From an optimization exercise on the open Yosys and OpenROAD flow, aimed at a short achievable clock period and few clock cycles; shortcuts taken in it are not production practice.
Function was checked by simulation only, so behaviour that the tests miss may differ from the original.
No activity file was given, so power comes from the tool's default toggle rates.

$ cat flow/config.mk
export PLATFORM = sky130hd
export DESIGN_NAME = obc_unit
export DESIGN_NICKNAME = obc_unit
export VERILOG_FILES = /design/flow/design.v
export SDC_FILE = /design/flow/constraint.sdc
export NUM_CORES = 4
export LEC_CHECK = 0
export ABC_CLOCK_PERIOD_IN_PS = 2500
export CAP_MARGIN = 35
export CORE_MARGIN = 2
export CORE_UTILIZATION = 40
export SETUP_SLACK_MARGIN = 5
export SLEW_MARGIN = 35
export TNS_END_PERCENT = 100
$ cat flow/constraint.sdc
create_clock -name core_clock -period 10.0 [get_ports {clk}]
set_input_delay 2.0000 -clock core_clock [delete_from_list [all_inputs] [get_ports {clk}]]
set_output_delay 2.0000 -clock core_clock [all_outputs]
set_load 0.01 [all_outputs]
$ cat flow/design.v
module obc_crc_step (
    input  wire [15:0] acc,
    input  wire [7:0]  b,
    output wire [15:0] acc_next
);
    wire [15:0] s1 = {acc[7:0], acc[15:8]};
    wire [15:0] s2 = s1 ^ {8'h00, b};
    wire [15:0] s3 = s2 ^ {12'h000, s2[7:4]};
    wire [15:0] s4 = s3 ^ {s3[3:0], 12'h000};
    wire [15:0] s5 = s4 ^ {3'b000, s4[7:0], 5'b00000};
    assign acc_next = s5;
endmodule
module obc_crc14 (
    input  wire [111:0] d,
    output wire [15:0]  c
);
    assign c[0] = (d[0] ^ d[2] ^ d[3] ^ d[4] ^ d[5] ^ d[6] ^ d[8] ^ d[10] ^ d[16] ^ d[23] ^ d[24] ^ d[25] ^ d[26] ^ d[28] ^ d[30] ^ d[32] ^ d[34] ^ d[35] ^ d[37] ^ d[40] ^ d[41] ^ d[42] ^ d[43] ^ d[46] ^ d[48] ^ d[50] ^ d[55] ^ d[56] ^ d[57] ^ d[59] ^ d[60] ^ d[63] ^ d[66] ^ d[72] ^ d[73] ^ d[75] ^ d[82] ^ d[83] ^ d[84] ^ d[91] ^ d[92] ^ d[94] ^ d[96] ^ d[99] ^ d[100] ^ d[104] ^ d[108]);
    assign c[1] = ~(d[1] ^ d[3] ^ d[4] ^ d[5] ^ d[6] ^ d[7] ^ d[8] ^ d[9] ^ d[11] ^ d[17] ^ d[25] ^ d[26] ^ d[27] ^ d[29] ^ d[31] ^ d[33] ^ d[35] ^ d[36] ^ d[38] ^ d[40] ^ d[41] ^ d[42] ^ d[43] ^ d[44] ^ d[47] ^ d[48] ^ d[49] ^ d[51] ^ d[57] ^ d[58] ^ d[60] ^ d[61] ^ d[67] ^ d[73] ^ d[74] ^ d[76] ^ d[83] ^ d[84] ^ d[85] ^ d[92] ^ d[93] ^ d[95] ^ d[97] ^ d[100] ^ d[101] ^ d[105] ^ d[109]);
    assign c[2] = (d[2] ^ d[4] ^ d[5] ^ d[6] ^ d[7] ^ d[9] ^ d[10] ^ d[12] ^ d[16] ^ d[18] ^ d[26] ^ d[27] ^ d[28] ^ d[30] ^ d[32] ^ d[34] ^ d[36] ^ d[37] ^ d[39] ^ d[41] ^ d[42] ^ d[43] ^ d[44] ^ d[45] ^ d[49] ^ d[50] ^ d[52] ^ d[58] ^ d[59] ^ d[61] ^ d[62] ^ d[68] ^ d[74] ^ d[75] ^ d[77] ^ d[80] ^ d[84] ^ d[85] ^ d[86] ^ d[93] ^ d[94] ^ d[98] ^ d[101] ^ d[102] ^ d[106] ^ d[110]);
    assign c[3] = ~(d[3] ^ d[5] ^ d[6] ^ d[7] ^ d[10] ^ d[11] ^ d[13] ^ d[17] ^ d[19] ^ d[24] ^ d[27] ^ d[28] ^ d[29] ^ d[31] ^ d[33] ^ d[35] ^ d[37] ^ d[38] ^ d[42] ^ d[43] ^ d[44] ^ d[45] ^ d[46] ^ d[50] ^ d[51] ^ d[53] ^ d[59] ^ d[60] ^ d[62] ^ d[63] ^ d[69] ^ d[75] ^ d[76] ^ d[78] ^ d[81] ^ d[85] ^ d[86] ^ d[87] ^ d[94] ^ d[95] ^ d[99] ^ d[102] ^ d[103] ^ d[107] ^ d[111]);
    assign c[4] = (d[4] ^ d[6] ^ d[7] ^ d[11] ^ d[12] ^ d[14] ^ d[16] ^ d[18] ^ d[20] ^ d[25] ^ d[28] ^ d[29] ^ d[30] ^ d[34] ^ d[36] ^ d[38] ^ d[39] ^ d[43] ^ d[44] ^ d[45] ^ d[46] ^ d[47] ^ d[48] ^ d[51] ^ d[52] ^ d[54] ^ d[60] ^ d[61] ^ d[63] ^ d[70] ^ d[72] ^ d[76] ^ d[77] ^ d[79] ^ d[80] ^ d[82] ^ d[86] ^ d[87] ^ d[88] ^ d[95] ^ d[96] ^ d[100] ^ d[103] ^ d[108]);
    assign c[5] = ~(d[0] ^ d[2] ^ d[3] ^ d[4] ^ d[6] ^ d[7] ^ d[8] ^ d[10] ^ d[12] ^ d[13] ^ d[15] ^ d[16] ^ d[17] ^ d[19] ^ d[21] ^ d[23] ^ d[25] ^ d[28] ^ d[29] ^ d[31] ^ d[34] ^ d[39] ^ d[40] ^ d[41] ^ d[42] ^ d[43] ^ d[44] ^ d[45] ^ d[47] ^ d[49] ^ d[50] ^ d[52] ^ d[53] ^ d[56] ^ d[57] ^ d[59] ^ d[60] ^ d[61] ^ d[62] ^ d[63] ^ d[64] ^ d[66] ^ d[71] ^ d[75] ^ d[77] ^ d[78] ^ d[80] ^ d[81] ^ d[82] ^ d[84] ^ d[87] ^ d[88] ^ d[89] ^ d[91] ^ d[92] ^ d[94] ^ d[96] ^ d[97] ^ d[99] ^ d[100] ^ d[101] ^ d[104] ^ d[108] ^ d[109]);
    assign c[6] = ~(d[0] ^ d[1] ^ d[3] ^ d[4] ^ d[5] ^ d[7] ^ d[8] ^ d[9] ^ d[11] ^ d[13] ^ d[14] ^ d[16] ^ d[17] ^ d[18] ^ d[20] ^ d[22] ^ d[24] ^ d[26] ^ d[29] ^ d[30] ^ d[32] ^ d[35] ^ d[41] ^ d[42] ^ d[43] ^ d[44] ^ d[45] ^ d[46] ^ d[48] ^ d[50] ^ d[51] ^ d[53] ^ d[54] ^ d[56] ^ d[57] ^ d[58] ^ d[60] ^ d[61] ^ d[62] ^ d[63] ^ d[65] ^ d[67] ^ d[72] ^ d[76] ^ d[78] ^ d[79] ^ d[81] ^ d[82] ^ d[83] ^ d[85] ^ d[89] ^ d[90] ^ d[92] ^ d[93] ^ d[95] ^ d[97] ^ d[98] ^ d[100] ^ d[101] ^ d[102] ^ d[105] ^ d[109] ^ d[110]);
    assign c[7] = (d[1] ^ d[2] ^ d[4] ^ d[5] ^ d[6] ^ d[9] ^ d[10] ^ d[12] ^ d[14] ^ d[15] ^ d[17] ^ d[18] ^ d[19] ^ d[21] ^ d[23] ^ d[25] ^ d[27] ^ d[30] ^ d[31] ^ d[33] ^ d[36] ^ d[42] ^ d[43] ^ d[44] ^ d[45] ^ d[46] ^ d[47] ^ d[48] ^ d[49] ^ d[51] ^ d[52] ^ d[54] ^ d[55] ^ d[57] ^ d[58] ^ d[59] ^ d[61] ^ d[62] ^ d[63] ^ d[64] ^ d[66] ^ d[68] ^ d[73] ^ d[77] ^ d[79] ^ d[80] ^ d[82] ^ d[83] ^ d[84] ^ d[86] ^ d[90] ^ d[91] ^ d[93] ^ d[94] ^ d[98] ^ d[99] ^ d[101] ^ d[102] ^ d[103] ^ d[106] ^ d[110] ^ d[111]);
    assign c[8] = ~(d[0] ^ d[2] ^ d[3] ^ d[5] ^ d[6] ^ d[7] ^ d[8] ^ d[10] ^ d[11] ^ d[13] ^ d[15] ^ d[16] ^ d[18] ^ d[19] ^ d[20] ^ d[22] ^ d[26] ^ d[28] ^ d[31] ^ d[32] ^ d[34] ^ d[37] ^ d[40] ^ d[43] ^ d[44] ^ d[45] ^ d[46] ^ d[47] ^ d[48] ^ d[49] ^ d[50] ^ d[52] ^ d[53] ^ d[55] ^ d[58] ^ d[59] ^ d[60] ^ d[62] ^ d[63] ^ d[64] ^ d[65] ^ d[67] ^ d[69] ^ d[74] ^ d[78] ^ d[81] ^ d[83] ^ d[84] ^ d[85] ^ d[87] ^ d[88] ^ d[91] ^ d[92] ^ d[94] ^ d[95] ^ d[96] ^ d[99] ^ d[100] ^ d[102] ^ d[103] ^ d[107] ^ d[111]);
    assign c[9] = (d[0] ^ d[1] ^ d[3] ^ d[4] ^ d[6] ^ d[7] ^ d[9] ^ d[11] ^ d[12] ^ d[14] ^ d[16] ^ d[17] ^ d[19] ^ d[20] ^ d[21] ^ d[23] ^ d[27] ^ d[29] ^ d[32] ^ d[33] ^ d[35] ^ d[38] ^ d[40] ^ d[41] ^ d[44] ^ d[45] ^ d[46] ^ d[47] ^ d[48] ^ d[49] ^ d[50] ^ d[51] ^ d[53] ^ d[54] ^ d[59] ^ d[60] ^ d[61] ^ d[63] ^ d[65] ^ d[66] ^ d[68] ^ d[70] ^ d[72] ^ d[75] ^ d[79] ^ d[80] ^ d[82] ^ d[84] ^ d[85] ^ d[86] ^ d[88] ^ d[89] ^ d[92] ^ d[93] ^ d[95] ^ d[96] ^ d[97] ^ d[100] ^ d[101] ^ d[103] ^ d[108]);
    assign c[10] = (d[1] ^ d[2] ^ d[4] ^ d[5] ^ d[7] ^ d[8] ^ d[10] ^ d[12] ^ d[13] ^ d[15] ^ d[17] ^ d[18] ^ d[20] ^ d[21] ^ d[22] ^ d[28] ^ d[30] ^ d[32] ^ d[33] ^ d[34] ^ d[36] ^ d[39] ^ d[41] ^ d[42] ^ d[45] ^ d[46] ^ d[47] ^ d[48] ^ d[49] ^ d[50] ^ d[51] ^ d[52] ^ d[54] ^ d[55] ^ d[60] ^ d[61] ^ d[62] ^ d[64] ^ d[66] ^ d[67] ^ d[69] ^ d[71] ^ d[73] ^ d[76] ^ d[80] ^ d[81] ^ d[83] ^ d[85] ^ d[86] ^ d[87] ^ d[88] ^ d[89] ^ d[90] ^ d[93] ^ d[94] ^ d[97] ^ d[98] ^ d[101] ^ d[102] ^ d[109]);
    assign c[11] = ~(d[0] ^ d[2] ^ d[3] ^ d[5] ^ d[6] ^ d[9] ^ d[11] ^ d[13] ^ d[14] ^ d[18] ^ d[19] ^ d[21] ^ d[22] ^ d[23] ^ d[24] ^ d[29] ^ d[31] ^ d[32] ^ d[33] ^ d[34] ^ d[35] ^ d[37] ^ d[40] ^ d[42] ^ d[43] ^ d[46] ^ d[47] ^ d[49] ^ d[50] ^ d[51] ^ d[52] ^ d[53] ^ d[55] ^ d[56] ^ d[61] ^ d[62] ^ d[63] ^ d[65] ^ d[67] ^ d[68] ^ d[70] ^ d[72] ^ d[74] ^ d[77] ^ d[81] ^ d[82] ^ d[84] ^ d[86] ^ d[87] ^ d[89] ^ d[90] ^ d[91] ^ d[94] ^ d[95] ^ d[98] ^ d[99] ^ d[102] ^ d[103] ^ d[110]);
    assign c[12] = (d[0] ^ d[1] ^ d[2] ^ d[5] ^ d[7] ^ d[12] ^ d[14] ^ d[15] ^ d[19] ^ d[20] ^ d[22] ^ d[24] ^ d[26] ^ d[28] ^ d[33] ^ d[36] ^ d[37] ^ d[38] ^ d[42] ^ d[44] ^ d[46] ^ d[47] ^ d[51] ^ d[52] ^ d[53] ^ d[54] ^ d[55] ^ d[56] ^ d[59] ^ d[60] ^ d[62] ^ d[68] ^ d[69] ^ d[71] ^ d[78] ^ d[80] ^ d[84] ^ d[85] ^ d[87] ^ d[88] ^ d[90] ^ d[94] ^ d[95] ^ d[96] ^ d[103] ^ d[104] ^ d[108] ^ d[111]);
    assign c[13] = ~(d[0] ^ d[1] ^ d[2] ^ d[3] ^ d[6] ^ d[13] ^ d[15] ^ d[20] ^ d[21] ^ d[23] ^ d[25] ^ d[27] ^ d[29] ^ d[32] ^ d[34] ^ d[37] ^ d[38] ^ d[39] ^ d[40] ^ d[43] ^ d[45] ^ d[47] ^ d[52] ^ d[53] ^ d[54] ^ d[55] ^ d[56] ^ d[57] ^ d[60] ^ d[61] ^ d[63] ^ d[69] ^ d[70] ^ d[72] ^ d[79] ^ d[80] ^ d[81] ^ d[85] ^ d[86] ^ d[88] ^ d[89] ^ d[91] ^ d[95] ^ d[96] ^ d[97] ^ d[105] ^ d[109]);
    assign c[14] = (d[0] ^ d[1] ^ d[2] ^ d[3] ^ d[4] ^ d[7] ^ d[8] ^ d[14] ^ d[21] ^ d[22] ^ d[24] ^ d[26] ^ d[28] ^ d[30] ^ d[32] ^ d[33] ^ d[35] ^ d[38] ^ d[39] ^ d[40] ^ d[41] ^ d[44] ^ d[46] ^ d[48] ^ d[53] ^ d[54] ^ d[55] ^ d[57] ^ d[58] ^ d[61] ^ d[62] ^ d[64] ^ d[70] ^ d[71] ^ d[73] ^ d[80] ^ d[81] ^ d[82] ^ d[86] ^ d[87] ^ d[89] ^ d[90] ^ d[92] ^ d[97] ^ d[98] ^ d[106] ^ d[110]);
    assign c[15] = ~(d[1] ^ d[2] ^ d[3] ^ d[4] ^ d[5] ^ d[9] ^ d[15] ^ d[22] ^ d[23] ^ d[24] ^ d[25] ^ d[27] ^ d[29] ^ d[31] ^ d[33] ^ d[34] ^ d[36] ^ d[39] ^ d[40] ^ d[41] ^ d[42] ^ d[45] ^ d[47] ^ d[49] ^ d[54] ^ d[55] ^ d[56] ^ d[58] ^ d[59] ^ d[62] ^ d[63] ^ d[65] ^ d[71] ^ d[72] ^ d[74] ^ d[81] ^ d[82] ^ d[83] ^ d[87] ^ d[90] ^ d[91] ^ d[93] ^ d[98] ^ d[99] ^ d[107] ^ d[111]);
endmodule
module obc_xxtea_mx (
    input  wire [31:0] y,
    input  wire [31:0] z,
    input  wire [31:0] sum,
    input  wire [31:0] key,
    output wire [31:0] mx
);
    wire [31:0] t1 = (z >> 5) ^ (y << 2);
    wire [31:0] t2 = (y >> 3) ^ (z << 4);
    wire [31:0] t3 = sum ^ y;
    wire [31:0] t4 = key ^ z;
    assign mx = (t1 + t2) ^ (t3 + t4);
endmodule
module obc_xxtea_eng (
    input  wire         clk,
    input  wire         rst,
    input  wire         start,
    input  wire         start_rx,      
    input  wire [127:0] pkt_in,        
    input  wire         release_eng,
    output reg          busy,
    output reg          done,          
    output reg          fin,           
    output reg          mode_rx,
    output wire [127:0] res_pkt        
);
    localparam [31:0] KEY0 = 32'h4F70656E;
    localparam [31:0] KEY1 = 32'h42656163;
    localparam [31:0] KEY2 = 32'h6F6E2D4B;
    localparam [31:0] KEY3 = 32'h65793031;
    function [31:0] sum_of(input [4:0] r);
        case (r)
            5'd0: sum_of = 32'hBE1E08BB;
            5'd1: sum_of = 32'h1FE68F02;
            5'd2: sum_of = 32'h81AF1549;
            5'd3: sum_of = 32'hE3779B90;
            5'd4: sum_of = 32'h454021D7;
            5'd5: sum_of = 32'hA708A81E;
            5'd6: sum_of = 32'h08D12E65;
            5'd7: sum_of = 32'h6A99B4AC;
            5'd8: sum_of = 32'hCC623AF3;
            5'd9: sum_of = 32'h2E2AC13A;
            5'd10: sum_of = 32'h8FF34781;
            5'd11: sum_of = 32'hF1BBCDC8;
            5'd12: sum_of = 32'h5384540F;
            5'd13: sum_of = 32'hB54CDA56;
            5'd14: sum_of = 32'h1715609D;
            5'd15: sum_of = 32'h78DDE6E4;
            5'd16: sum_of = 32'hDAA66D2B;
            5'd17: sum_of = 32'h3C6EF372;
            5'd18: sum_of = 32'h9E3779B9;
            default: sum_of = 32'h00000000;
        endcase
    endfunction
    function [31:0] key_of(input [1:0] i);
        case (i)
            2'd0:    key_of = KEY0;
            2'd1:    key_of = KEY1;
            2'd2:    key_of = KEY2;
            default: key_of = KEY3;
        endcase
    endfunction
    reg [31:0] r0, r1, r2, r3;
    reg [6:0]  cnt;
    reg        run, ph;
    reg [31:0] a1, a2;
    wire [1:0]  p   = ~cnt[1:0];
    wire [31:0] sum = sum_of(cnt[6:2]);
    wire [31:0] key = key_of(p ^ sum[3:2]);
    wire [31:0] w_in [0:3];
    genvar g;
    generate
        for (g = 0; g < 4; g = g + 1) begin : g_in
            assign w_in[g] = start_rx ?
                {pkt_in[32*g +: 8], pkt_in[32*g+8 +: 8], pkt_in[32*g+16 +: 8], pkt_in[32*g+24 +: 8]} :
                pkt_in[32*g +: 32];
        end
    endgenerate
    wire [31:0] t1 = (r1 >> 5) ^ (r3 << 2);
    wire [31:0] t2 = (r3 >> 3) ^ (r1 << 4);
    wire [31:0] t3 = sum ^ r3;
    wire [31:0] t4 = key ^ r1;
    wire [31:0] nv = r0 - (a1 ^ a2);
    wire [31:0] v_out [0:3];
    assign v_out[0] = r3;
    assign v_out[1] = r2;
    assign v_out[2] = r1;
    assign v_out[3] = r0;
    generate
        for (g = 0; g < 4; g = g + 1) begin : g_out
            assign res_pkt[32*g +: 32] = mode_rx ?
                {v_out[g][7:0], v_out[g][15:8], v_out[g][23:16], v_out[g][31:24]} :
                v_out[g];
        end
    endgenerate
    always @(posedge clk) begin
        if (rst) begin
            busy <= 1'b0;
            done <= 1'b0;
            fin  <= 1'b0;
            run  <= 1'b0;
            ph   <= 1'b0;
        end else begin
            fin <= 1'b0;
            if (start) begin
                busy    <= 1'b1;
                done    <= 1'b0;
                run     <= 1'b1;
                ph      <= 1'b0;
                mode_rx <= start_rx;
                r0      <= w_in[3];
                r1      <= w_in[2];
                r2      <= w_in[1];
                r3      <= w_in[0];
                cnt     <= 7'd0;
            end else begin
                if (run) begin
                    ph <= ~ph;
                    if (!ph) begin
                        a1 <= t1 + t2;
                        a2 <= t3 + t4;
                    end else begin
                        r0  <= r1;
                        r1  <= r2;
                        r2  <= r3;
                        r3  <= nv;
                        cnt <= cnt + 7'd1;
                        if (cnt == 7'd75) begin
                            run  <= 1'b0;
                            done <= 1'b1;
                            fin  <= 1'b1;
                        end
                    end
                end
                if (release_eng) begin
                    busy <= 1'b0;
                    done <= 1'b0;
                end
            end
        end
    end
endmodule
module obc_cache_sel #(
    parameter CAPACITY = 8
) (
    input  wire [16*CAPACITY-1:0] ids,
    input  wire [8*CAPACITY-1:0]  strs,
    input  wire [32*CAPACITY-1:0] ticks,
    input  wire [15:0]            in_id,
    input  wire [7:0]             in_str,
    input  wire [31:0]            thr,
    output reg                    found,      
    output reg  [2:0]             slot,
    output reg                    wr_en,      
    output reg                    wr_id       
);
    reg [CAPACITY-1:0] match;
    reg [CAPACITY-1:0] stale;
    reg [CAPACITY-1:0] geq;
    integer i;
    always @(*) begin
        for (i = 0; i < CAPACITY; i = i + 1) begin
            match[i] = (ids[16*i +: 16] == in_id);
            stale[i] = (ticks[32*i +: 32] < thr);
            geq[i]   = (strs[8*i +: 8] >= in_str);
        end
    end
    reg       m_any, s_any, m_wr;
    reg [2:0] m_idx, s_idx;
    always @(*) begin
        m_any = 1'b0;
        m_idx = 3'd0;
        m_wr  = 1'b0;
        s_any = 1'b0;
        s_idx = 3'd0;
        for (i = CAPACITY - 1; i >= 0; i = i - 1) begin
            if (match[i]) begin
                m_any = 1'b1;
                m_idx = i[2:0];
                m_wr  = geq[i] | stale[i];
            end
            if (stale[i]) begin
                s_any = 1'b1;
                s_idx = i[2:0];
            end
        end
    end
    always @(*) begin
        if (m_any) begin
            found = 1'b1;
            slot  = m_idx;
            wr_en = m_wr;
            wr_id = 1'b0;
        end else if (s_any) begin
            found = 1'b1;
            slot  = s_idx;
            wr_en = 1'b1;
            wr_id = 1'b1;
        end else begin
            found = 1'b0;
            slot  = 3'd0;
            wr_en = 1'b0;
            wr_id = 1'b0;
        end
    end
endmodule
module obc_unit (
    input  wire        clk,
    input  wire        rst,
    input  wire        cmd_valid,
    output wire        cmd_ready,
    input  wire [63:0] cmd,
    output reg         resp_valid,
    output reg  [63:0] resp
);
    localparam CAPACITY = 8;
    localparam NENG     = 11;        
    localparam EW       = 4;         
    localparam QD       = 4;         
    localparam RFD      = 32;        
    localparam [7:0] PROTO_PROX_REPORT     = 8'd69;
    localparam [7:0] PROTO_PROX_REPORT_EXT = 8'd70;
    localparam [7:0] PROX_STRENGTH         = 8'd3;
    localparam [7:0] OP_NOP    = 8'h00;
    localparam [7:0] OP_PUTB   = 8'h01;
    localparam [7:0] OP_GETB   = 8'h02;
    localparam [7:0] OP_CRC    = 8'h10;
    localparam [7:0] OP_CHK    = 8'h11;
    localparam [7:0] OP_NORM   = 8'h20;
    localparam [7:0] OP_DEC    = 8'h30;
    localparam [7:0] OP_DISP   = 8'h40;
    localparam [7:0] OP_UPSERT = 8'h50;
    localparam [7:0] OP_RDSLOT = 8'h51;
    localparam [7:0] OP_RXPKT  = 8'h60;
    localparam [7:0] ST_OK          = 8'h00;
    localparam [7:0] ST_CRC_FAIL    = 8'h01;
    localparam [7:0] ST_CACHE_FULL  = 8'h02;
    localparam [7:0] ST_ERR_OPCODE  = 8'h80;
    localparam [7:0] ST_ERR_OPERAND = 8'h81;
    localparam [3:0] D_ERR  = 4'd0;
    localparam [3:0] D_NOP  = 4'd1;
    localparam [3:0] D_PUTB = 4'd2;
    localparam [3:0] D_GETB = 4'd3;
    localparam [3:0] D_CRC  = 4'd4;
    localparam [3:0] D_CHK  = 4'd5;
    localparam [3:0] D_NORM = 4'd6;
    localparam [3:0] D_DEC  = 4'd7;
    localparam [3:0] D_DISP = 4'd8;
    localparam [3:0] D_UPS  = 4'd9;
    localparam [3:0] D_RD   = 4'd10;
    localparam [3:0] D_RX   = 4'd11;
    localparam [1:0] K_RESP = 2'd0;    
    localparam [1:0] K_RD   = 2'd1;    
    localparam [1:0] K_UPS  = 2'd2;    
    localparam [1:0] K_RX   = 2'd3;    
    integer i;
    reg [63:0] cmd_r;
    reg        cv_r;
    reg        rst_r;
    reg        ready_r;
    assign cmd_ready = ready_r;
    always @(posedge clk) begin
        cmd_r <= cmd;
        cv_r  <= cmd_valid & ready_r & ~rst;
        rst_r <= rst;
    end
    wire [7:0]  c_op = cmd_r[63:56];
    wire [7:0]  c_a  = cmd_r[55:48];
    wire [15:0] c_h  = cmd_r[47:32];
    wire [31:0] c_t  = cmd_r[31:0];
    wire a_zero = (c_a == 8'd0);
    wire h_zero = (c_h == 16'd0);
    wire t_zero = (c_t == 32'd0);
    reg [3:0] c_cls;
    reg       c_ok;
    always @(*) begin
        c_cls = D_ERR;
        c_ok  = 1'b0;
        case (c_op)
            OP_NOP:    begin c_cls = D_NOP;  c_ok = a_zero && h_zero && t_zero; end
            OP_PUTB:   begin c_cls = D_PUTB; c_ok = (c_h < 16'd16) && t_zero; end
            OP_GETB:   begin c_cls = D_GETB; c_ok = a_zero && (c_h < 16'd16) && t_zero; end
            OP_CRC:    begin c_cls = D_CRC;  c_ok = (c_a <= 8'd16) && h_zero && t_zero; end
            OP_CHK:    begin c_cls = D_CHK;  c_ok = a_zero && h_zero && t_zero; end
            OP_NORM:   begin c_cls = D_NORM; c_ok = a_zero && h_zero && t_zero; end
            OP_DEC:    begin c_cls = D_DEC;  c_ok = a_zero && h_zero && t_zero; end
            OP_DISP:   begin c_cls = D_DISP; c_ok = a_zero && h_zero && t_zero; end
            OP_UPSERT: begin c_cls = D_UPS;  c_ok = 1'b1; end
            OP_RDSLOT: begin c_cls = D_RD;   c_ok = a_zero && (c_h < CAPACITY) && t_zero; end
            OP_RXPKT:  begin c_cls = D_RX;   c_ok = a_zero && h_zero; end
            default:   begin c_cls = D_ERR;  c_ok = 1'b0; end
        endcase
    end
    wire        c_known = (c_op == OP_NOP) || (c_op == OP_PUTB) || (c_op == OP_GETB) ||
                          (c_op == OP_CRC) || (c_op == OP_CHK) || (c_op == OP_NORM) ||
                          (c_op == OP_DEC) || (c_op == OP_DISP) || (c_op == OP_UPSERT) ||
                          (c_op == OP_RDSLOT) || (c_op == OP_RXPKT);
    wire [3:0]  q_in_cls = c_ok ? c_cls : D_ERR;
    wire [63:0] q_in_cmd = c_ok ? cmd_r : {(c_known ? ST_ERR_OPERAND : ST_ERR_OPCODE), 56'd0};
    reg [3:0]  q_cls [0:QD-1];
    reg [63:0] q_cmd [0:QD-1];
    reg [2:0]  qc;
    wire       q_pop;
    wire       q_push = cv_r;
    wire [2:0] qc_nx = qc + {2'd0, q_push} - {2'd0, q_pop};
    always @(posedge clk) begin
        for (i = 0; i < QD; i = i + 1) begin
            if (q_pop) begin
                if (i == qc - 3'd1) begin
                    q_cls[i] <= q_in_cls;
                    q_cmd[i] <= q_in_cmd;
                end else if (i < QD - 1) begin
                    q_cls[i] <= q_cls[(i < QD - 1) ? i + 1 : i];
                    q_cmd[i] <= q_cmd[(i < QD - 1) ? i + 1 : i];
                end
            end else if (i == qc) begin
                q_cls[i] <= q_in_cls;
                q_cmd[i] <= q_in_cmd;
            end
        end
        if (rst_r)
            qc <= 3'd0;
        else
            qc <= qc_nx;
        if (rst)
            ready_r <= 1'b1;
        else if (rst_r)
            ready_r <= 1'b1;
        else
            ready_r <= (qc_nx <= QD - 2);
    end
    reg [7:0]  pkt [0:15];
    reg [15:0] pend;               
    reg [EW-1:0] owner;
    reg [EW-1:0] ne;               
    wire [127:0] pkt_flat;
    genvar gi;
    generate
        for (gi = 0; gi < 16; gi = gi + 1) begin : g_pf
            assign pkt_flat[8*gi +: 8] = pkt[gi];
        end
    endgenerate
    wire [NENG-1:0] e_busy, e_done, e_fin, e_mrx;
    wire [127:0]    e_res   [0:NENG-1];
    reg  [NENG-1:0] e_start;
    wire [NENG-1:0] e_release;
    reg             start_rx;
    generate
        for (gi = 0; gi < NENG; gi = gi + 1) begin : g_eng
            obc_xxtea_eng u_eng (
                .clk(clk), .rst(rst_r),
                .start(e_start[gi]), .start_rx(start_rx), .pkt_in(pkt_flat),
                .release_eng(e_release[gi]),
                .busy(e_busy[gi]), .done(e_done[gi]), .fin(e_fin[gi]), .mode_rx(e_mrx[gi]),
                .res_pkt(e_res[gi])
            );
        end
    endgenerate
    reg [4:0]  rf_zc   [0:RFD-1];
    reg [1:0]  rf_kind [0:RFD-1];
    reg [63:0] rf_data [0:RFD-1];
    reg [5:0]  rfc;
    reg [4:0]  zacc;               
    wire       rf_empty = (rfc == 6'd0);
    wire       rf_full  = (rfc == RFD);
    wire        dv    = (qc != 3'd0);
    wire [3:0]  d_cls = q_cls[0];
    wire [63:0] d_cmd = q_cmd[0];
    wire [7:0]  d_a   = d_cmd[55:48];
    wire [3:0]  d_h   = d_cmd[35:32];
    wire        no_pend  = (pend == 16'd0);
    wire        eng_free = ~e_busy[ne];
    wire        zsat     = (zacc == 5'h1F);
    reg         crc_run;
    reg  [15:0] crc_acc;
    reg  [4:0]  crc_idx;
    wire [4:0]  crc_len = (d_cls == D_CHK) ? 5'd14 : d_a[4:0];
    wire [15:0] crc_nx;
    obc_crc_step u_crc_step (.acc(crc_acc), .b(pkt[crc_idx[3:0]]), .acc_next(crc_nx));
    wire        crc_end = crc_run && (crc_idx == crc_len);
    wire [15:0] pkt_k   = {pkt[14], pkt[15]};
    wire [7:0]  proto   = pkt[0];
    wire [15:0] oid     = {pkt[1], pkt[2]};
    wire [7:0]  trk_str = (proto == PROTO_PROX_REPORT || proto == PROTO_PROX_REPORT_EXT)
                          ? PROX_STRENGTH : pkt[4];
    reg         go;          
    reg         zero_resp;   
    reg         push_e;      
    reg  [1:0]  push_kind;
    reg  [63:0] push_data;
    reg         crc_start;
    reg         dispatch;
    always @(*) begin
        go        = 1'b0;
        zero_resp = 1'b0;
        push_e    = 1'b0;
        push_kind = K_RESP;
        push_data = 64'd0;
        crc_start = 1'b0;
        dispatch  = 1'b0;
        if (dv) begin
            case (d_cls)
                D_ERR: begin
                    push_e = 1'b1; push_data = d_cmd;
                end
                D_NOP, D_PUTB: begin
                    zero_resp = 1'b1;
                end
                D_GETB: begin
                    push_e = no_pend; push_data = {ST_OK, pkt[d_h], 48'd0};
                end
                D_CRC, D_CHK: begin
                    crc_start = no_pend && !crc_run;
                    push_e    = crc_end;
                    if (d_cls == D_CRC)
                        push_data = {ST_OK, 8'd0, crc_acc, 32'd0};
                    else
                        push_data = {((crc_acc == pkt_k) ? ST_OK : ST_CRC_FAIL), 8'd0,
                                     crc_acc, 16'd0, pkt_k};
                end
                D_NORM: begin
                    zero_resp = no_pend;
                end
                D_DEC: begin
                    dispatch  = no_pend && eng_free;
                    zero_resp = dispatch;
                end
                D_DISP: begin
                    push_e = no_pend; push_data = {ST_OK, trk_str, oid, 24'd0, proto};
                end
                D_UPS: begin
                    push_e = 1'b1; push_kind = K_UPS; push_data = d_cmd;
                end
                D_RD: begin
                    push_e = 1'b1; push_kind = K_RD; push_data = d_cmd;
                end
                D_RX: begin
                    dispatch = no_pend && eng_free;
                    push_e   = dispatch; push_kind = K_RX;
                    push_data = {d_cmd[31:0], {(32-EW){1'b0}}, ne};
                end
                default: ;
            endcase
            if (zero_resp && zsat) begin
                zero_resp = 1'b0;
                push_e    = 1'b1;
                push_kind = K_RESP;
                push_data = 64'd0;
            end
            if (push_e && rf_full) begin
                push_e   = 1'b0;
                dispatch = 1'b0;
                zero_resp = 1'b0;
            end
            go = zero_resp || push_e;
        end
    end
    assign q_pop = go;
    always @(posedge clk) begin
        for (i = 0; i < NENG; i = i + 1)
            e_start[i] <= !rst_r && dispatch && (ne == i);
        start_rx <= (d_cls == D_RX);
    end
    wire         own_fin = e_fin[owner];
    wire [127:0] own_res = e_res[owner];
    always @(posedge clk) begin
        if (rst_r) begin
            for (i = 0; i < 16; i = i + 1)
                pkt[i] <= 8'd0;
            pend    <= 16'd0;
            owner   <= {EW{1'b0}};
            ne      <= {EW{1'b0}};
            crc_run <= 1'b0;
        end else begin
            if (own_fin && pend != 16'd0) begin
                for (i = 0; i < 16; i = i + 1)
                    if (pend[i])
                        pkt[i] <= own_res[8*i +: 8];
                pend <= 16'd0;
            end
            if (crc_start) begin
                crc_run <= 1'b1;
                crc_acc <= 16'hFFFF;
                crc_idx <= 5'd0;
            end else if (crc_run) begin
                if (crc_idx == crc_len) begin
                    if (go)
                        crc_run <= 1'b0;
                end else begin
                    crc_acc <= crc_nx;
                    crc_idx <= crc_idx + 5'd1;
                end
            end
            if (go) begin
                case (d_cls)
                    D_PUTB: begin
                        pkt[d_h]  <= d_a;
                        pend[d_h] <= 1'b0;
                    end
                    D_NORM: begin
                        for (i = 0; i < 16; i = i + 1)
                            pkt[i] <= pkt[i ^ 3];
                    end
                    default: ;
                endcase
            end
            if (dispatch) begin
                pend  <= 16'hFFFF;
                owner <= ne;
                ne    <= (ne == NENG - 1) ? {EW{1'b0}} : ne + 1'b1;
            end
        end
    end
    wire [4:0]  h_zc   = rf_zc[0];
    wire [1:0]  h_kind = rf_kind[0];
    wire [63:0] h_data = rf_data[0];
    wire [EW-1:0] h_eng = h_data[EW-1:0];
    wire [2:0]  h_slot = h_data[34:32];
    reg [15:0] c_id   [0:CAPACITY-1];
    reg [7:0]  c_str  [0:CAPACITY-1];
    reg [31:0] c_tick [0:CAPACITY-1];
    reg          s1_v, s1_rx;
    reg  [127:0] s1_pkt;
    reg  [63:0]  s1_data;
    reg          s2_v, s2_rx, s2_crcok;
    reg  [15:0]  s2_id, s2_c, s2_k;
    reg  [7:0]   s2_str;
    reg  [31:0]  s2_tick, s2_thr;
    reg         p_v, p_rx, p_crcok, p_found, p_wr, p_wrid;
    reg  [2:0]  p_slot;
    reg  [15:0] p_id, p_c, p_k;
    reg  [7:0]  p_str;
    reg  [31:0] p_tick;
    wire h_cache = !rf_empty && (h_kind == K_UPS || h_kind == K_RX);
    wire h_ready = (h_kind == K_UPS) || e_done[h_eng];
    wire emit_hz   = !rf_empty && (h_zc != 5'd0);
    wire emit_zacc = rf_empty && (zacc != 5'd0);
    wire h_now     = !rf_empty && (h_zc == 5'd0);
    wire commit    = h_now && h_cache && p_v;
    wire rf_pop    = h_now && (h_kind == K_RESP || h_kind == K_RD || commit);
    wire cache_wr  = commit && p_found && p_wr && (!p_rx || p_crcok);
    wire [15:0] s1_c;
    obc_crc14 u_crc14 (.d(s1_pkt[111:0]), .c(s1_c));
    wire [15:0] s1_k     = {s1_pkt[119:112], s1_pkt[127:120]};
    wire [7:0]  s1_proto = s1_pkt[7:0];
    wire [16*CAPACITY-1:0] ids_flat;
    wire [8*CAPACITY-1:0]  strs_flat;
    wire [32*CAPACITY-1:0] ticks_flat;
    generate
        for (gi = 0; gi < CAPACITY; gi = gi + 1) begin : g_cf
            assign ids_flat[16*gi +: 16]   = c_id[gi];
            assign strs_flat[8*gi +: 8]    = c_str[gi];
            assign ticks_flat[32*gi +: 32] = c_tick[gi];
        end
    endgenerate
    wire       u_found, u_wr_en, u_wr_id;
    wire [2:0] u_slot;
    obc_cache_sel #(.CAPACITY(CAPACITY)) u_cache_sel (
        .ids(ids_flat), .strs(strs_flat), .ticks(ticks_flat),
        .in_id(s2_id), .in_str(s2_str), .thr(s2_thr),
        .found(u_found), .slot(u_slot), .wr_en(u_wr_en), .wr_id(u_wr_id)
    );
    for (gi = 0; gi < NENG; gi = gi + 1) begin : g_rel
        assign e_release[gi] = (e_fin[gi] && !e_mrx[gi]) ||
                               (commit && h_kind == K_RX && h_eng == gi);
    end
    always @(posedge clk) begin
        s1_rx   <= (h_kind == K_RX);
        s1_pkt  <= e_res[h_eng];
        s1_data <= h_data;
        s2_rx    <= s1_rx;
        s2_c     <= s1_c;
        s2_k     <= s1_k;
        s2_crcok <= (s1_c == s1_k);
        if (s1_rx) begin
            s2_id   <= {s1_pkt[15:8], s1_pkt[23:16]};
            s2_str  <= (s1_proto == PROTO_PROX_REPORT || s1_proto == PROTO_PROX_REPORT_EXT)
                       ? PROX_STRENGTH : s1_pkt[39:32];
            s2_tick <= s1_data[63:32];
            s2_thr  <= s1_data[63:32] - 32'd8096;
        end else begin
            s2_id   <= s1_data[47:32];
            s2_str  <= s1_data[55:48];
            s2_tick <= s1_data[31:0];
            s2_thr  <= s1_data[31:0] - 32'd8096;
        end
        p_rx    <= s2_rx;
        p_crcok <= s2_crcok;
        p_found <= u_found;
        p_slot  <= u_slot;
        p_wr    <= u_wr_en;
        p_wrid  <= u_wr_id;
        p_id    <= s2_id;
        p_str   <= s2_str;
        p_tick  <= s2_tick;
        p_c     <= s2_c;
        p_k     <= s2_k;
        if (rst_r) begin
            s1_v <= 1'b0;
            s2_v <= 1'b0;
            p_v  <= 1'b0;
        end else begin
            s1_v <= h_cache && h_ready && !rf_pop;
            s2_v <= s1_v && !rf_pop;
            p_v  <= s2_v && !rf_pop && !cache_wr;
        end
    end
    wire       zinc   = zero_resp;
    wire       zdec   = emit_zacc;
    wire [4:0] push_zc = zacc - {4'd0, zdec};
    wire [5:0] rfc_nx = rfc + {5'd0, push_e} - {5'd0, rf_pop};
    always @(posedge clk) begin
        for (i = 0; i < RFD; i = i + 1) begin
            if (rf_pop) begin
                if (push_e && i == rfc - 6'd1) begin
                    rf_zc[i]   <= push_zc;
                    rf_kind[i] <= push_kind;
                    rf_data[i] <= push_data;
                end else if (i < RFD - 1) begin
                    rf_zc[i]   <= rf_zc[(i < RFD - 1) ? i + 1 : i];
                    rf_kind[i] <= rf_kind[(i < RFD - 1) ? i + 1 : i];
                    rf_data[i] <= rf_data[(i < RFD - 1) ? i + 1 : i];
                end
            end else if (push_e && i == rfc) begin
                rf_zc[i]   <= push_zc;
                rf_kind[i] <= push_kind;
                rf_data[i] <= push_data;
            end else if (i == 0 && emit_hz) begin
                rf_zc[0] <= h_zc - 5'd1;
            end
        end
        if (rst_r) begin
            rfc  <= 6'd0;
            zacc <= 5'd0;
        end else begin
            rfc <= rfc_nx;
            if (push_e)
                zacc <= 5'd0;
            else
                zacc <= zacc + {4'd0, zinc} - {4'd0, zdec};
        end
    end
    always @(posedge clk) begin
        if (rst_r) begin
            for (i = 0; i < CAPACITY; i = i + 1) begin
                c_id[i]   <= 16'd0;
                c_str[i]  <= 8'd0;
                c_tick[i] <= 32'd0;
            end
        end else if (cache_wr) begin
            c_str[p_slot]  <= p_str;
            c_tick[p_slot] <= p_tick;
            if (p_wrid)
                c_id[p_slot] <= p_id;
        end
        if (rst || rst_r)
            resp_valid <= 1'b0;
        else
            resp_valid <= emit_hz || emit_zacc || rf_pop;
        if (emit_hz || emit_zacc)
            resp <= 64'd0;
        else if (h_kind == K_RESP)
            resp <= h_data;
        else if (h_kind == K_RD)
            resp <= {ST_OK, c_str[h_slot], c_id[h_slot], c_tick[h_slot]};
        else if (p_rx) begin
            if (!p_crcok)
                resp <= {ST_CRC_FAIL, 8'd0, p_c, 16'd0, p_k};
            else if (p_found)
                resp <= {ST_OK, p_str, p_id, 29'd0, p_slot};
            else
                resp <= {ST_CACHE_FULL, p_str, p_id, 32'd0};
        end else begin
            if (p_found)
                resp <= {ST_OK, 8'd0, 16'd0, 29'd0, p_slot};
            else
                resp <= {ST_CACHE_FULL, 56'd0};
        end
    end
endmodule
$ cat flow/flow/run.sh
#!/bin/bash
set -uo pipefail
bash standard.sh synth > synth.log 2>&1 || exit 1
bash standard.sh SETUP_SLACK_MARGIN=6.2 finish > layout.log 2>&1 || exit 1
$ cat flow/standard.sh
#!/bin/bash
# synth_recipe.tcl (not shown) runs the flow's synth.tcl, then flattens the netlist and writes it again
# the make line also repeats each setting of config.mk as NAME=value (left out here)
make -C /OpenROAD-flow-scripts/flow DESIGN_CONFIG=/design/flow/config.mk WORK_HOME=/design/flow/orfs CLKGATE_MAP_FILE= SYNTH_SCRIPT=/design/flow/synth_recipe.tcl "${@:-finish}"
==> results of run 1 <==
[kinds of logic after synthesis]
family | synth area share
mux | 0.06397
flops | 0.5068
buf+inv | 0.03486
compound gates | 0.1496
fa+ha+maj | 0.05574
xor+xnor | 0.07703
other cells | 0.00001054
simple gates | 0.1120
[worst max-delay path by stage]
stage | to | startpoint | cells past startpoint | slack (ns)
floorplan | flip-flop | ne[0]$_SDFFE_PP0P_ | 9 | 4.07
global placement | pkt[7][5]$_DFFE_PP_ | g_eng[10].u_eng.mode_rx$_DFFE_PP_ | 8 | 3.59
detailed placement | rf_data[22][24]$_DFFE_PP_ | ne[0]$_SDFFE_PP0P_ | 11 | 4.41
CTS | g_eng[8].u_eng.a2[31]$_DFFE_PP_ | g_eng[8].u_eng.cnt[0]$_SDFFCE_PP0P_ | 16 | 5.57
global route | g_eng[5].u_eng.a2[31]$_DFFE_PP_ | g_eng[5].u_eng.cnt[0]$_SDFFCE_PP0P_ | 16 | 5.48
finish | g_eng[8].u_eng.a2[31]$_DFFE_PP_ | g_eng[8].u_eng.cnt[1]$_SDFFCE_PP0P_ | 16 | 5.60
[per-layer routing]
layer | wire length [um] | GRT usage | vias up
met2 | 987100 | 0.7038 | 31630
met1 | 859800 | 0.5909 | 170900
met5 | 3001 | 0.01386 | -
li1 | - | - | 129900
met3 | 357400 | 0.2402 | 9005
met4 | 307000 | 0.4885 | 137
[area by class of cell]
cell class | count | area (um^2)
clock buffers | 941 | 20020
repair inverters | 2 | 20.02
repair buffers | 3512 | 40780
fillers | 76820 | 438400
flip-flops and latches | 6340 | 180500
clock inverters | 424 | 5187
multi-input cells | 25000 | 183600
diodes | 578 | 1446
well taps | 11830 | 14800
inverters | 695 | 2733
[worst max-delay path: stages, from the launching register on]
cell and delay (ns):
edfxtp_1 0.55, xnor2_4 0.29, inv_2 0.09, ha_4 0.19, xor2_1 0.15, ha_1 0.25
a21oi_2 0.17, o22ai_2 0.11, o41a_1 0.35, o311a_1 0.34, a221o_1 0.41, a2111oi_4 0.43
o31ai_4 0.12, and4_1 0.22, a21bo_1 0.21, a21oi_2 0.15, xnor2_1 0.09
[metrics by stage]
step	power [W]	worst slack, ns	util
global route	0.1034	5.478	0.5049
global placement	0.06773	3.588	0.4282
detailed placement	0.06799	4.405	0.4332
finish	0.1024	5.602	0.5061
floorplan	0.05244	4.068	-
CTS	0.09753	5.567	0.4782
[registers in the layout (all words and copies together) (netlist names), 128 cells and up, named ones only]
name	cells
rf_data	2048
g_eng.u_eng.a1	352
g_eng.u_eng.a2	352
g_eng.u_eng.r0	352
g_eng.u_eng.r1	352
g_eng.u_eng.r2	352
g_eng.u_eng.r3	352
g_eng.u_eng.sum	341
c_tick	256
q_cmd	256
rf_zc	160
c_id	128
pkt	128
s1_pkt	128
[power by group]
part	internal, W	leakage [nW]	switching (W)	total [W]
combinational	0.0127	99.7	0.0253	0.0380
sequential	0.0323	58.2	0.00316	0.0355
clock	0.0162	12.2	0.0127	0.0289
total	0.0612	170	0.0412	0.102
[cells in the final DEF, fill, tap and decap left out, types with 609 or more instances in the layout]
master / instances
a21oi_1: 2420
buf_4: 2075
clkbuf_16: 973
dfxtp_1: 919
edfxtp_1: 5341
ha_1: 1363
inv_1: 609
mux2i_1: 1006
nand2_1: 3301
nor2_1: 2571
o21ai_0: 2051
o22ai_1: 1288
xnor2_1: 1481
xor2_1: 1511
[timing repair]
item / CTS / global route
pin swaps: 460 / 1009
buffers inserted: 791 / 607
gates cloned: 88 / 380
resized for setup: 1637 / 3030
setup endpoints to repair: 7259 / 5460
==> impl_metrics.json, run 1 <==
{
  "hold_violations": 0,
  "synth_ff_type": "edfxtp_1",
  "checkFailReasons": "antenna violations",
  "grtUsageTotal": 0.5164,
  "status": "finished with violations",
  "setup_tns_ns": 0,
  "placed_cell_area_um2": 384400,
  "die_y_um": 947.3,
  "finalNetCount": 37910,
  "synth_seq_area_share": 0.5068,
  "ioPinCount": 133,
  "avgSynthCellArea_um2": 10.33,
  "ys_seq_elements": 6340,
  "synth_top_area_frac": 0.4506,
  "dieWidth_um": 947.3,
  "async_flop_share": 0,
  "grt_pass1_vias": 289600,
  "tightest_slew_ns": 1.277,
  "num_vias": 341600,
  "drive_gt1_frac": 0.2244,
  "worst_ep_required_time_ns": 10.94,
  "clkSinkCount": 6340,
  "fmaxAchievable_ghz": 0.2274,
  "rr_worst_depth": 16,
  "first_iter_violations": 59520,
  "power_leakage_nw": 170.1,
  "setup_viol": 0,
  "cts_tree": "built",
  "gp_congestion": 1.176,
  "cts_buffers": 728,
  "grt_max_degree": 185,
  "htreeDepth": 6,
  "peakVddDrop_mv": 0.8415,
  "drv_cap": 0,
  "overflow": 0,
  "critPathArrivalTime_ns": 5.34,
  "end_kind": "flip-flop",
  "start_kind": "flip-flop",
  "finalCritPeriodShare": 0.4398,
  "clk_pin_slew_ns": 0.07,
  "synth_area_leaders": "edfxtp_1, dfxtp_1, ha_1, mux2i_1, nand2_1",
  "synth_enable_flop_cells": 5341,
  "coreArea_um2": 887500,
  "ys_types": 105,
  "insertion_delay_ns": 1.30,
  "drtPass1Iterations": 8,
  "relSlewSlack": 0.1243,
  "synth_top_area_cell": "edfxtp_1",
  "routed_wl_um": 2514000,
  "netlist_top_cells_count": "edfxtp_1, nand2_1, o21ai_0, a21oi_1, nor2_1",
  "cp_max_fo": 4,
  "dieArea_um2": 897400,
  "root_buffer": "clkbuf_16",
  "hold_class": "reg2reg",
  "r2r_end": "g_eng[8].u_eng.a2[31]$_DFFE_PP_",
  "clockBufferDepth": 4,
  "finalCriticalPeriod_ns": 4.398,
  "drv_slew": 0,
  "drc": 0,
  "grt_pass1_wl_um": 3036000,
  "cellPowerDensity_nw_per_um2": 228.0,
  "wl_per_cell_um": 50.98,
  "synth.most_common_cell": "edfxtp_1",
  "rows": 346,
  "ant_nets": 1,
  "viasPerCell": 6.926,
  "r2r-start": "g_eng[8].u_eng.cnt[1]$_SDFFCE_PP0P_",
  "holdBufCountCts": 0,
  "yosysWarnings": 13,
  "syn_area_um2": 355900,
  "whs_path_depth": 0,
  "critPathKind": "reg2reg",
  "area_growth_pct": 26.18,
  "clock_skew_ns": 0.1672,
  "rsz0062_at_grt": "yes",
  "antenna_found_initial": 448,
  "rrSetupSlack_ns": 5.60,
  "syn_inst": 34470,
  "worstHoldEndpoint": "p_str[4]$_DFF_P_",
  "hold_slack_ns": 0.2808,
  "holdCritStartpoint": "s2_str[4]$_DFF_P_",
  "dp.cells": 45480,
  "io_buffers": 132,
  "initial_core_util": 0.4011,
  "final-instance-count-excl-fill": 49320,
  "place_hpwl_um": 1799000,
  "design_area_um2": 449100
}
Testbench counts, summed over its fixed seeds: cycles 8,192.
==> run 2: changes to the inputs <==
--- a/flow/design.v
+++ b/flow/design.v
@@ -99,5 +99,7 @@
     reg [31:0] a1, a2;
-    wire [1:0]  p   = ~cnt[1:0];
-    wire [31:0] sum = sum_of(cnt[6:2]);
-    wire [31:0] key = key_of(p ^ sum[3:2]);
+    reg  [31:0] sum, key;
+    wire [6:0]  cnt_nx = cnt + 7'd1;
+    wire [1:0]  p_nx   = ~cnt_nx[1:0];
+    wire [31:0] sum_nx = sum_of(cnt_nx[6:2]);
+    wire [31:0] sum_0  = sum_of(5'd0);
     wire [31:0] w_in [0:3];
@@ -148,2 +150,4 @@
                 cnt     <= 7'd0;
+                sum     <= sum_0;
+                key     <= key_of(2'd3 ^ sum_0[3:2]);
             end else begin
@@ -159,3 +163,5 @@
                         r3  <= nv;
-                        cnt <= cnt + 7'd1;
+                        cnt <= cnt_nx;
+                        sum <= sum_nx;
+                        key <= key_of(p_nx ^ sum_nx[3:2]);
                         if (cnt == 7'd75) begin
@@ -251,3 +257,3 @@
     localparam EW       = 4;         
-    localparam QD       = 4;         
+    localparam QD       = 2;         
     localparam RFD      = 32;        
@@ -289,4 +295,2 @@
     integer i;
-    reg [63:0] cmd_r;
-    reg        cv_r;
     reg        rst_r;
@@ -294,7 +298,5 @@
     assign cmd_ready = ready_r;
-    always @(posedge clk) begin
-        cmd_r <= cmd;
-        cv_r  <= cmd_valid & ready_r & ~rst;
+    always @(posedge clk)
         rst_r <= rst;
-    end
+    wire [63:0] cmd_r = cmd;
     wire [7:0]  c_op = cmd_r[63:56];
@@ -336,8 +338,10 @@
     wire       q_pop;
-    wire       q_push = cv_r;
-    wire [2:0] qc_nx = qc + {2'd0, q_push} - {2'd0, q_pop};
+    wire       q_push = cmd_valid & ready_r & ~rst;
+    wire       q_pop_e = q_pop & ~rst_r;
+    wire [2:0] qc_e  = rst_r ? 3'd0 : qc;
+    wire [2:0] qc_nx = qc_e + {2'd0, q_push} - {2'd0, q_pop_e};
     always @(posedge clk) begin
         for (i = 0; i < QD; i = i + 1) begin
-            if (q_pop) begin
-                if (i == qc - 3'd1) begin
+            if (q_pop_e) begin
+                if (i == qc_e - 3'd1) begin
                     q_cls[i] <= q_in_cls;
@@ -348,3 +352,3 @@
                 end
-            end else if (i == qc) begin
+            end else if (i == qc_e) begin
                 q_cls[i] <= q_in_cls;
@@ -353,12 +357,7 @@
         end
-        if (rst_r)
-            qc <= 3'd0;
-        else
-            qc <= qc_nx;
+        qc <= qc_nx;
         if (rst)
             ready_r <= 1'b1;
-        else if (rst_r)
-            ready_r <= 1'b1;
         else
-            ready_r <= (qc_nx <= QD - 2);
+            ready_r <= (qc_nx < QD);
     end
@@ -397,3 +396,7 @@
     wire       rf_empty = (rfc == 6'd0);
-    wire       rf_full  = (rfc == RFD);
+    reg        rf_full;            
+    reg        stg_v;
+    reg [4:0]  stg_zc;
+    reg [1:0]  stg_kind;
+    reg [63:0] stg_data;
     wire        dv    = (qc != 3'd0);
@@ -403,5 +406,5 @@
     wire [3:0]  d_h   = d_cmd[35:32];
-    wire        no_pend  = (pend == 16'd0);
-    wire        eng_free = ~e_busy[ne];
-    wire        zsat     = (zacc == 5'h1F);
+    reg         no_pend;           
+    reg         eng_free;          
+    reg         zsat;              
     reg         crc_run;
@@ -498,3 +501,19 @@
     wire [127:0] own_res = e_res[owner];
+    reg [15:0] pend_nx;
+    always @(*) begin
+        pend_nx = pend;
+        if (own_fin)
+            pend_nx = 16'd0;
+        if (go && d_cls == D_PUTB)
+            pend_nx[d_h] = 1'b0;
+        if (dispatch)
+            pend_nx = 16'hFFFF;
+        if (rst_r)
+            pend_nx = 16'd0;
+    end
+    wire [EW-1:0] ne_nx = !dispatch ? ne : (ne == NENG - 1) ? {EW{1'b0}} : ne + 1'b1;
     always @(posedge clk) begin
+        pend    <= pend_nx;
+        no_pend <= (pend_nx == 16'd0);
+        eng_free <= !rst_r && !e_busy[ne_nx];
         if (rst_r) begin
@@ -502,3 +521,2 @@
                 pkt[i] <= 8'd0;
-            pend    <= 16'd0;
             owner   <= {EW{1'b0}};
@@ -511,3 +529,2 @@
                         pkt[i] <= own_res[8*i +: 8];
-                pend <= 16'd0;
             end
@@ -529,4 +546,3 @@
                     D_PUTB: begin
-                        pkt[d_h]  <= d_a;
-                        pend[d_h] <= 1'b0;
+                        pkt[d_h] <= d_a;
                     end
@@ -539,7 +555,5 @@
             end
-            if (dispatch) begin
-                pend  <= 16'hFFFF;
+            if (dispatch)
                 owner <= ne;
-                ne    <= (ne == NENG - 1) ? {EW{1'b0}} : ne + 1'b1;
-            end
+            ne <= ne_nx;
         end
@@ -554,9 +568,7 @@
     reg [31:0] c_tick [0:CAPACITY-1];
-    reg          s1_v, s1_rx;
-    reg  [127:0] s1_pkt;
-    reg  [63:0]  s1_data;
-    reg          s2_v, s2_rx, s2_crcok;
-    reg  [15:0]  s2_id, s2_c, s2_k;
-    reg  [7:0]   s2_str;
-    reg  [31:0]  s2_tick, s2_thr;
+    reg          s_v, s_rx;
+    reg  [127:0] s_pkt;
+    reg  [15:0]  s_id;
+    reg  [7:0]   s_str;
+    reg  [31:0]  s_tick, s_thr;
     reg         p_v, p_rx, p_crcok, p_found, p_wr, p_wrid;
@@ -574,6 +586,8 @@
     wire cache_wr  = commit && p_found && p_wr && (!p_rx || p_crcok);
-    wire [15:0] s1_c;
-    obc_crc14 u_crc14 (.d(s1_pkt[111:0]), .c(s1_c));
-    wire [15:0] s1_k     = {s1_pkt[119:112], s1_pkt[127:120]};
-    wire [7:0]  s1_proto = s1_pkt[7:0];
+    wire [127:0] h_res   = e_res[h_eng];
+    wire [7:0]   h_proto = h_res[7:0];
+    wire [31:0]  h_tick  = (h_kind == K_RX) ? h_data[63:32] : h_data[31:0];
+    wire [15:0]  s_c;
+    obc_crc14 u_crc14 (.d(s_pkt[111:0]), .c(s_c));
+    wire [15:0]  s_k     = {s_pkt[119:112], s_pkt[127:120]};
     wire [16*CAPACITY-1:0] ids_flat;
@@ -592,3 +606,3 @@
         .ids(ids_flat), .strs(strs_flat), .ticks(ticks_flat),
-        .in_id(s2_id), .in_str(s2_str), .thr(s2_thr),
+        .in_id(s_id), .in_str(s_str), .thr(s_thr),
         .found(u_found), .slot(u_slot), .wr_en(u_wr_en), .wr_id(u_wr_id)
@@ -600,23 +614,16 @@
     always @(posedge clk) begin
-        s1_rx   <= (h_kind == K_RX);
-        s1_pkt  <= e_res[h_eng];
-        s1_data <= h_data;
-        s2_rx    <= s1_rx;
-        s2_c     <= s1_c;
-        s2_k     <= s1_k;
-        s2_crcok <= (s1_c == s1_k);
-        if (s1_rx) begin
-            s2_id   <= {s1_pkt[15:8], s1_pkt[23:16]};
-            s2_str  <= (s1_proto == PROTO_PROX_REPORT || s1_proto == PROTO_PROX_REPORT_EXT)
-                       ? PROX_STRENGTH : s1_pkt[39:32];
-            s2_tick <= s1_data[63:32];
-            s2_thr  <= s1_data[63:32] - 32'd8096;
+        s_rx   <= (h_kind == K_RX);
+        s_pkt  <= h_res;
+        s_tick <= h_tick;
+        s_thr  <= h_tick - 32'd8096;
+        if (h_kind == K_RX) begin
+            s_id  <= {h_res[15:8], h_res[23:16]};
+            s_str <= (h_proto == PROTO_PROX_REPORT || h_proto == PROTO_PROX_REPORT_EXT)
+                     ? PROX_STRENGTH : h_res[39:32];
         end else begin
-            s2_id   <= s1_data[47:32];
-            s2_str  <= s1_data[55:48];
-            s2_tick <= s1_data[31:0];
-            s2_thr  <= s1_data[31:0] - 32'd8096;
+            s_id  <= h_data[47:32];
+            s_str <= h_data[55:48];
         end
-        p_rx    <= s2_rx;
-        p_crcok <= s2_crcok;
+        p_rx    <= s_rx;
+        p_crcok <= (s_c == s_k);
         p_found <= u_found;
@@ -625,15 +632,13 @@
         p_wrid  <= u_wr_id;
-        p_id    <= s2_id;
-        p_str   <= s2_str;
-        p_tick  <= s2_tick;
-        p_c     <= s2_c;
-        p_k     <= s2_k;
+        p_id    <= s_id;
+        p_str   <= s_str;
+        p_tick  <= s_tick;
+        p_c     <= s_c;
+        p_k     <= s_k;
         if (rst_r) begin
-            s1_v <= 1'b0;
-            s2_v <= 1'b0;
-            p_v  <= 1'b0;
+            s_v <= 1'b0;
+            p_v <= 1'b0;
         end else begin
-            s1_v <= h_cache && h_ready && !rf_pop;
-            s2_v <= s1_v && !rf_pop;
-            p_v  <= s2_v && !rf_pop && !cache_wr;
+            s_v <= h_cache && h_ready && !rf_pop;
+            p_v <= s_v && !rf_pop && !cache_wr;
         end
@@ -643,3 +648,4 @@
     wire [4:0] push_zc = zacc - {4'd0, zdec};
-    wire [5:0] rfc_nx = rfc + {5'd0, push_e} - {5'd0, rf_pop};
+    wire [4:0] zacc_nx = push_e ? 5'd0 : zacc + {4'd0, zinc} - {4'd0, zdec};
+    wire [5:0] rfc_nx = rfc + {5'd0, stg_v} - {5'd0, rf_pop};
     always @(posedge clk) begin
@@ -647,6 +653,6 @@
             if (rf_pop) begin
-                if (push_e && i == rfc - 6'd1) begin
-                    rf_zc[i]   <= push_zc;
-                    rf_kind[i] <= push_kind;
-                    rf_data[i] <= push_data;
+                if (stg_v && i == rfc - 6'd1) begin
+                    rf_zc[i]   <= stg_zc;
+                    rf_kind[i] <= stg_kind;
+                    rf_data[i] <= stg_data;
                 end else if (i < RFD - 1) begin
@@ -656,6 +662,6 @@
                 end
-            end else if (push_e && i == rfc) begin
-                rf_zc[i]   <= push_zc;
-                rf_kind[i] <= push_kind;
-                rf_data[i] <= push_data;
+            end else if (stg_v && i == rfc) begin
+                rf_zc[i]   <= stg_zc;
+                rf_kind[i] <= stg_kind;
+                rf_data[i] <= stg_data;
             end else if (i == 0 && emit_hz) begin
@@ -664,11 +670,17 @@
         end
+        stg_zc   <= push_zc;
+        stg_kind <= push_kind;
+        stg_data <= push_data;
         if (rst_r) begin
-            rfc  <= 6'd0;
-            zacc <= 5'd0;
+            rfc     <= 6'd0;
+            zacc    <= 5'd0;
+            stg_v   <= 1'b0;
+            rf_full <= 1'b0;
+            zsat    <= 1'b0;
         end else begin
-            rfc <= rfc_nx;
-            if (push_e)
-                zacc <= 5'd0;
-            else
-                zacc <= zacc + {4'd0, zinc} - {4'd0, zdec};
+            rfc     <= rfc_nx;
+            stg_v   <= push_e;
+            rf_full <= (rfc_nx >= RFD - 2);
+            zacc    <= zacc_nx;
+            zsat    <= (zacc_nx == 5'h1F);
         end
==> flow/flow/run.sh (replaced) <==
#!/bin/bash
set -uo pipefail
bash standard.sh synth > synth.log 2>&1 || exit 1
bash standard.sh SETUP_SLACK_MARGIN=6.3 finish > layout.log 2>&1 || exit 1
==> impl_metrics.json, run 2 <==
{
  "status": "finished with violations",
  "checkFailReasons": "antenna violations",
  "critPathKind": "in2reg",
  "async_flop_share": 0,
  "viasPerCell": 6.850,
  "hold_slack_ns": 0.3189,
  "synth_ff_type": "edfxtp_1",
  "holdBufCountCts": 0,
  "fmaxAchievable_ghz": 0.2265,
  "initial_core_util": 0.4014,
  "clock_skew_ns": 0.09350,
  "grt_pass1_vias": 270900,
  "clockBufferDepth": 5,
  "dr_wl_met3_um": 360200,
  "worst_ep_required_time_ns": 10.90,
  "dieArea_um2": 908500,
  "rsz0062_at_grt": "yes",
  "rows": 348,
  "setup_viol": 0,
  "finalCritPeriodShare": 0.4414,
  "end_kind": "flip-flop",
  "hold_violations": 0,
  "relSlewSlack": 0.1398,
  "routed-wl-met2_um": 867200,
  "critPathArrivalTime_ns": 5.31,
  "gp_congestion": 1.167,
  "syn_inst": 31380,
  "first_iter_violations": 55420,
  "top_register": "rf_data",
  "hold_class": "reg2reg",
  "dieWidth_um": 953.2,
  "final_common_cell": "edfxtp_1",
  "peakVddDrop_mv": 0.9757,
  "io_buffers": 132,
  "grtUsageTotal": 0.4868,
  "overflow": 0,
  "grt_pass1_wl_um": 2885000,
  "ys_seq_elements": 6259,
  "coreArea_um2": 897800,
  "drv_cap": 0,
  "dp_slack_ns": 2.758,
  "ioPinCount": 133,
  "antenna_found_initial": 470,
  "area_growth_pct": 20.91,
  "setup_tns_ns": 0,
  "dp.cells": 42710,
  "synth_seq_area_share": 0.5057,
  "tightest_slew_ns": 1.265,
  "finalCriticalPeriod_ns": 4.414,
  "clk_pin_slew_ns": 0.06,
  "place_hpwl_um": 1733000,
  "num_vias": 314400,
  "ys_types": 109,
  "start_kind": "input pin",
  "cts_buffers": 744,
  "top_layer": "met5",
  "cts_tree": "built",
  "final_cell_mix": "edfxtp_1, nor2_1, mux2_2",
  "drc": 0,
  "insertion_delay_ns": 1.17,
  "yosysWarnings": 13,
  "root_buffer": "clkbuf_16",
  "avgSynthCellArea_um2": 11.49,
  "largest_reg_flops": 2048,
  "syn_area_um2": 360400,
  "final-instance-count-excl-fill": 45900,
  "synth.most_common_cell": "edfxtp_1",
  "wl_per_cell_um": 50.62,
  "ant_nets": 1,
  "synth_area_leaders": "edfxtp_1, mux2_2, ha_1, mux2i_1, xor2_1",
  "drtPass1Iterations": 14,
  "wl_met1_um": 883800,
  "grt_max_degree": 174,
  "finalNetCount": 34420,
  "synth_enable_flop_cells": 5689,
  "cp_max_fo": 4,
  "cellPowerDensity_nw_per_um2": 223.0,
  "htreeDepth": 6,
  "routed_wl_um": 2323000,
  "drive_gt1_frac": 0.2578,
  "clkSinkCount": 6259,
  "netlist_top_cells_count": "edfxtp_1, nor2_1, a21oi_1, mux2_2, clkbuf_1",
  "drv_slew": 0,
  "power_leakage_nw": 163.4,
  "synth_top_area_cell": "edfxtp_1",
  "setup_slack_ns": 5.586,
  "synth_top_area_frac": 0.4741,
  "die_y_um": 953.2
}
-- run 2: cell families (layout without fill, tap and decap cells) --
logic type,count (synthesis),count (layout),synth area share
mux,4110,4110,0.1293
other cells,1,646,0.00001041
fa+ha+maj,1604,1604,0.05644
buf+inv,2834,4795,0.03061
flops,6259,6259,0.5057
compound gates,6978,6982,0.1191
xor+xnor,3167,3168,0.07699
simple gates,6422,6437,0.08184
-- run 2: cell type report --
cell class,instances,area [um^2]
antenna,644,1612
clock buffer,970,20170
clock inverter,383,3876
fill,79850,462100
inverter,581,2261
multi-input combinational,22300,182100
sequential,6259,182500
tap,11900,14890
timing repair buffer,2853,28340
timing repair inverter,8,40.04
-- run 2: timing repair --
| action | CTS | global route |
|---|---|---|
| endpoints found under the setup margin | 6514 | 2503 |
| pin swaps | 379 | 517 |
| cloned | 61 | 25 |
| buffers inserted | 684 | 403 |
| gates resized for setup | 1643 | 938 |
| hold endpoints to repair | 0 | 0 |
-- run 2: layer usage --
layer / vias to the layer above / track usage
li1: 120600 / -
met1: 159900 / 0.6148
met2: 27360 / 0.6208
met3: 6401 / 0.2577
met4: 147 / 0.3533
met5: - / 0.03024
-- run 2: report_power, final --
group          leakage [nW]  total (W)  internal (W)  switching [W]
clock network          11.7     0.0279        0.0158         0.0121
registers              57.5     0.0348        0.0315        0.00326
logic                  94.2     0.0345        0.0125         0.0220
-- run 2: final timing paths --
kind | start | endpoint | slack (ns) | cells past startpoint
setup / recovery | cmd[27] | q_cmd[0][56]$_DFFE_PN_ | 5.59 | 13
hold / removal | s_rx$_DFF_P_ | p_rx$_DFF_P_ | 0.32 | 0
setup reg to reg | g_eng[4].u_eng.mode_rx$_DFFE_PP_ | s_pkt[82]$_DFF_P_ | 5.89 | 8
hold reg to reg | s_rx$_DFF_P_ | p_rx$_DFF_P_ | 0.32 | 0
-- run 2: through the flow --
| step | utilization | area (um^2) | power, W |
|---|---|---|---|
| global route | 0.4840 | 434500 | 0.09864 |
| finish | 0.4853 | 435700 | 0.09717 |
| global placement | 0.4278 | 384100 | 0.06434 |
| detailed placement | 0.4323 | 388200 | 0.06454 |
| CTS | 0.4738 | 425400 | 0.09452 |
| floorplan | - | 360800 | 0.05177 |
-- run 2: worst max-delay path, stage by stage --
cell and delay [ns]:
buf_8 0.10, nor4_4 0.82, buf_4 0.30, nand4_1 0.15, nor3_4 0.57, buf_6 0.24
nand2_4 0.07, a21oi_4 0.16, a41o_4 0.17, buf_12 0.18, buf_8 0.16, a221oi_4 0.07
mux2_4 0.29
Testbench counts of run 2, summed over its fixed seeds: cycles 8,176.

==> static timing again, ports no longer ideal <==
Ports are ideal in the flow. The routed layouts listed here were re-timed in OpenROAD. Step 1 sets driving cells, clkbuf_16 on the clock port and buf_2 on the other inputs (assumed; they add their load-dependent delay and slew). Step 2 adds t to the input delays and takes it off the output delays; t is the mean of the earliest and latest rising clock arrival at the registers after step 1. Input paths then give back, and output paths get back, about the clock's delay inside the block. Three values: ideal, step 1, step 2; two values: the first two.
| run | t, ns | setup WS [ns] | latest minus earliest clock arrival (ns) | worst slew at a driven data input, ns | pins driven straight from the clock port |
|---|---|---|---|---|---|
| run 1 | 1.398 | 5.602 / 5.602 / 5.602 | 0.209 / 0.208 | 0.07 | 1 |
| run 2 | 1.301 | 5.586 / 5.729 / 4.428 | 0.106 / 0.106 | 0.13 | 1 |
The setup slack of run 2, which loses most, moves by +0.143 ns with the drivers and by -1.158 ns with both steps.
